From an optimization exercise on the open Yosys and OpenROAD flow, aimed at small area, a short achievable clock period and few clock cycles; shortcuts taken in it are not production practice.
The RTL was checked by simulation tests, not by an equivalence proof against the original design.
Power is estimated from default activity; no workload was simulated.

== main ==
==> flow/design.v (excerpt) <==
module blind_chunk_rx (
    input  wire        clk,
    input  wire        rst,         
    input  wire        cmd_valid,
    input  wire [1:0]  cmd_op,
    input  wire [7:0]  cmd_data,
    output wire        cmd_ready,
    output reg         tok_valid,
    output wire [7:0]  tok_data,
    output reg         evt_valid,
    output reg  [3:0]  evt_code,
    output reg  [15:0] evt_a,
    output reg  [15:0] evt_b,
    output reg         dst_valid,
    output reg  [7:0]  dst_data,
    input  wire        dst_ready
);
    localparam integer CHUNK_MAX = 256;
    localparam integer IMG_CAP   = 16384;
    localparam [1:0] OP_BYTE = 2'd0, OP_START = 2'd1, OP_TIMEOUT = 2'd2, OP_ABORT = 2'd3;
    localparam [1:0] PH_OFF = 2'd0, PH_HDR = 2'd1, PH_PAY = 2'd2, PH_CHK = 2'd3;
    localparam [3:0] EV_STARTED  = 4'd0, EV_SIZE_ERR = 4'd1, EV_CHK_ERR  = 4'd2,
                     EV_IDX_ERR  = 4'd3, EV_CAP_ERR  = 4'd4, EV_CHUNK_OK = 4'd5,
                     EV_COMPLETE = 4'd6, EV_TIMEOUT  = 4'd7, EV_ABORTED  = 4'd8,
                     EV_IGNORED  = 4'd9;
    function [7:0] crc8_step;
        input [7:0] a;
        input [7:0] b;
        integer i;
  ...
export LEC_CHECK = 0
export CAP_MARGIN = 30
export CORE_MARGIN = 2
export CORE_UTILIZATION = 65
export CTS_CLUSTER_DIAMETER = 70
export CTS_CLUSTER_SIZE = 25
export SLEW_MARGIN = 20
create_clock -name core_clock -period 9.0 [get_ports {clk}]
standard.sh (not shown) runs the stock make flow with config.mk's settings and CLKGATE_MAP_FILE= SYNTH_SCRIPT=/design/flow/synth_recipe.tcl, a recipe that flattens the netlist after the stock synthesis.
==> flow/flow/run.sh <==
#!/bin/bash
# Layout flow: the standard ORFS flow, unchanged, except that repair_timing
# aims for 6 ns of setup slack (a 3 ns target) instead of 0.
set -euo pipefail
export SETUP_SLACK_MARGIN=6
bash standard.sh > standard.log 2>&1
Testbench counts of main, summed over its fixed seeds: cycles 57,639.
Setup changes, main to the feature branch
diff --git a/flow/design.v b/flow/design.v
--- a/flow/design.v
+++ b/flow/design.v
@@ -65,23 +65,23 @@
     reg        last_hi;         
     reg [7:0]  size_hi;
     reg [8:0]  size;            
     reg        last;            
     reg        idx_ok;          
     reg        cap_ok;          
     reg        cpend;           
     reg        tok_nack, tok_ack;
     assign tok_data = {3'b000, tok_nack, 1'b0, 1'b1, tok_ack, tok_nack};
     localparam integer RING_LEN = 258;    
     localparam integer QD       = 4;      
-    localparam integer LAND_MAX = 8;      
+    localparam integer LAND_MAX = 4;      
     localparam integer OF       = 8;     
     localparam integer OFB      = 3;      
     reg [8*RING_LEN-1:0] rb;              
     reg [RING_LEN-1:0]   rf;              
     wire [7:0]           g_byte = rb[8*(RING_LEN-1) +: 8];
     wire                 g_flag = rf[RING_LEN-1];
     reg [1:0]  wn;
     reg [7:0]  w0, w1, w2;
     reg        w0_first, w1_first, w2_first;    
     reg        tail_ok;                   
     reg [QD-1:0] qv;                      
==> comparison <==
Comparing post-synthesis cell count for main and the feature branch, the smaller number came from the feature branch. Going from main to the feature branch, proportion of cell area spent on the clock network stayed essentially flat; combined area of all synthesized cells fell by 560 µm²; relative contribution of the clock network to total power rose by 0.5 points; met2 track demand over resource in global routing rose by 3.1 points. On setup slack, main loses to the feature branch. From main to the feature branch the numbers moved as follows: worst hold slack across all endpoints saw little to no change; wire length saw an increase; ratio of total power to cell area saw little to no change; maximum frequency from static timing analysis saw an increase.
Testbench counts of the feature branch, summed over its fixed seeds: cycles 57,639.


Another version of the RTL of blind_chunk_rx (not shown whole).
Size: roughly 4000 cells after synthesis, roughly 64000 um2 of cells after synthesis.
clock: 9.0 ns
lec_check: 0
cap_margin: 30
core_margin: 2
core_utilization: 65
cts_cluster_diameter: 60
cts_cluster_size: 20
slew_margin: 20
Scripts as last shown in full above: flow/flow/run.sh
Testbench counts at the start, summed over its fixed seeds: cycles 57,647.
Change:
--- a/flow/design.v
+++ b/flow/design.v
@@ -48,13 +48,13 @@
             rdy    <= 1'b1;
             m_full <= 1'b0;
         end else begin
             rdy    <= !cpend_nx && !qfull_nx && !(wfull_nx && pay_nx);
             m_full <= rdy ? fire : (m_full && !go);
         end
-        if (!m_full || go) begin
+        if (rdy) begin
             m_op  <= cmd_op;
             m_dat <= cmd_data;
         end
     end
     reg [1:0]  phase;
     reg [7:0]  cnt;             
@@ -70,30 +70,28 @@
     reg        cap_ok;          
     reg        cpend;           
     reg        tok_nack, tok_ack;
     assign tok_data = {3'b000, tok_nack, 1'b0, 1'b1, tok_ack, tok_nack};
     localparam integer RING_LEN = 258;    
     localparam integer QD       = 4;      
-    localparam integer LAND_MAX = 15;     
     localparam integer OF       = 8;     
     localparam integer OFB      = 3;      
     reg [8*RING_LEN-1:0] rb;              
     reg [RING_LEN-1:0]   rf;              
     wire [7:0]           g_byte = rb[8*(RING_LEN-1) +: 8];
     wire                 g_flag = rf[RING_LEN-1];
     reg [1:0]  wn;
     reg [7:0]  w0, w1;
-    reg        w0_first, w1_first;        
-    reg        tail_ok;                   
     reg [QD-1:0] qv;                      
     reg [QD-1:0] qtype;
     reg [8:0]  qcnt [0:QD-1];
     reg [8:0]  flush;                     
     reg        flushing;                  
     reg [8:0]  blk;                       
     reg        blocked;                   
+    reg        wrapped;                   
     reg        nval;                      
     reg [8:0]  npos;                      
     wire q_full = qv[QD-1];
     wire w_full = (wn == 2'd2);
     wire is_byte = (m_op == OP_BYTE);
     wire in_pay  = is_byte && phase == PH_PAY;
@@ -233,74 +231,62 @@
     wire       g_seg     = g_live && !blocked && qv[0];
     wire       g_drop    = g_seg && !qtype[0];
     wire       g_out     = g_seg && qtype[0] && oq_room;
     wire       g_keep    = g_live && !g_drop && !g_out;
     wire       g_newest  = nval && npos == RING_LEN - 1;
     wire       q_pop     = (g_drop || g_out) && qcnt[0] == 9'd1;
-    wire       l_dense   = nval && !w0_first;
-    wire [8:0] l_pos     = l_dense ? npos : 9'd2;
-    wire       l_near    = (l_pos >= 9'd2) && (l_pos <= LAND_MAX);
-    wire       l_free    = !rf[l_pos[3:0] - 4'd1];
-    wire       land      = wn != 2'd0 && l_near && l_free && (l_dense || tail_ok);
+    wire       land      = wn != 2'd0 && !rf[1] && !rf[0] && !g_keep && !wrapped;
     wire [1:0] wn_nx = wn + {1'b0, b_pay} - {1'b0, land};
     assign qfull_nx = q_pop ? (qv[QD-1] && q_push) : (qv[QD-1] || (qv[QD-2] && q_push));
     wire [OFB:0] oq_n_nx = oq_n + {{OFB{1'b0}}, g_out} - {{OFB{1'b0}}, oq_take};
     assign wfull_nx = (wn_nx == 2'd2);
     integer i;
     always @(posedge clk) begin
-        rb <= {rb[8*(RING_LEN-1)-1:0], g_byte};
-        for (i = 2; i <= LAND_MAX; i = i + 1)
-            if (land && l_pos == i)
-                rb[8*i +: 8] <= w0;
+        rb <= {rb[8*(RING_LEN-1)-1:16], land ? w0 : rb[15:8], rb[7:0], g_byte};
         if (rst) begin
             rf        <= {rf[RING_LEN-2:2], 3'b000};
             flush     <= RING_LEN - 3;
             flushing  <= 1'b1;
             blk       <= 9'd0;
             blocked   <= 1'b0;
+            wrapped   <= 1'b0;
             nval      <= 1'b0;
-            tail_ok   <= 1'b1;
             wn        <= 2'd0;
             qv        <= {QD{1'b0}};
             dst_valid <= 1'b0;
             oq_n      <= 0;
             oq_room   <= 1'b1;
             oq_any    <= 1'b0;
             oq_wp     <= 0;
             oq_rp     <= 0;
         end else begin
-            rf <= {rf[RING_LEN-2:0], g_keep};
-            for (i = 2; i <= LAND_MAX; i = i + 1)
-                if (land && l_pos == i)
-                    rf[i] <= 1'b1;
+            rf <= {rf[RING_LEN-2:2], land || rf[1], rf[0], g_keep};
             if (flushing) begin
                 flush    <= flush - 9'd1;
                 flushing <= (flush != 9'd1);
             end
             if (blocked) begin
                 blk     <= blk - 9'd1;
                 blocked <= (blk != 9'd1);
             end else if (g_keep) begin
                 blk     <= RING_LEN - 1;
                 blocked <= 1'b1;
             end
-            if (land)
-                tail_ok <= (l_pos == 9'd2);
-            else if (g_newest && !g_keep)
-                tail_ok <= 1'b1;
-            else if (rf[1])
-                tail_ok <= nval && npos == 9'd1;
             if (land) begin
                 nval <= 1'b1;
-                npos <= l_pos;
+                npos <= 9'd2;
             end else if (g_newest) begin
                 nval <= g_keep;
                 npos <= 9'd0;
             end else begin
                 npos <= npos + 9'd1;
             end
+            if (g_newest)
+                wrapped <= 1'b0;
+            else if (g_keep)
+                wrapped <= 1'b1;
             wn <= wn_nx;
             if (q_pop)
                 qv <= {1'b0, qv[QD-1:1]} | ({QD{q_push}} & (qv & ~{1'b0, qv[QD-1:1]}));
             else if (q_push)
                 qv <= {qv[QD-2:0], 1'b1};
             oq_n    <= oq_n_nx;
@@ -313,26 +299,17 @@
         end
         if (g_out)
             oq[oq_wp] <= g_byte;
         if (oq_take)
             dst_data <= oq[oq_rp];
         if (land) begin
-            w0       <= (wn == 2'd2) ? w1 : m_dat;
-            w0_first <= (wn == 2'd2) ? w1_first : (cnt == 8'd0);
-            if (b_pay) begin
-                w1       <= m_dat;
-                w1_first <= (cnt == 8'd0);
-            end
+            w0 <= (wn == 2'd2) ? w1 : m_dat;
+            if (b_pay) w1 <= m_dat;
         end else if (b_pay) begin
-            if (wn == 2'd0) begin
-                w0       <= m_dat;
-                w0_first <= (cnt == 8'd0);
-            end else begin
-                w1       <= m_dat;
-                w1_first <= (cnt == 8'd0);
-            end
+            if (wn == 2'd0) w0 <= m_dat;
+            else            w1 <= m_dat;
         end
         if (q_pop) begin
             for (i = 0; i < QD - 1; i = i + 1) begin
                 qtype[i] <= qtype[i+1];
                 qcnt[i]  <= qcnt[i+1];
             end
=> Combinational power went down by 56%; first-iteration DRC count goes down by 12%; total power decreases by 1.8%; sequential cell count is lower by 2; utilization hardly moves; clock power goes up by 3.0%; design area falls by 3.6%; area after synthesis is lower by 3.4%; sequential power barely changes; via count drops by 8.0%; routed wire length decreases by 8.8%; count of clock-buffer cells in the layout rose by 15; setup slack gains 0.061 ns.
Testbench counts after the change, summed over its fixed seeds: cycles 57,647.

[what the ideal ports hide]
Ports are ideal in the flow. The routed layouts listed here were re-timed in OpenROAD.
Step 1, drivers: a clkbuf_16 drives clk and a buf_2 each remaining input, both assumed.
Step 2 adds t to the input delays and takes it off the output delays; t is the mean of the earliest and latest rising clock arrival at the registers after step 1. Input paths then give back, and output paths get back, about the clock's delay inside the block.
a / b / c = ideal / step 1 / step 2; a / b = the first two.
run	t (ns)	setup slack, ns	cell pins on the clock port's net
main	0.810	5.898 / 5.828 / 5.218	1
the feature branch	0.805	5.944 / 5.875 / 5.351	1
the first run of note 2	0.822	5.719 / 5.719 / 5.334	1
the second run of note 2	0.817	5.780 / 5.712 / 5.291	1
After both steps every run listed still meets setup and hold. The setup slack of main, which loses most, moves by -0.070 ns with the drivers and by -0.680 ns with both steps.
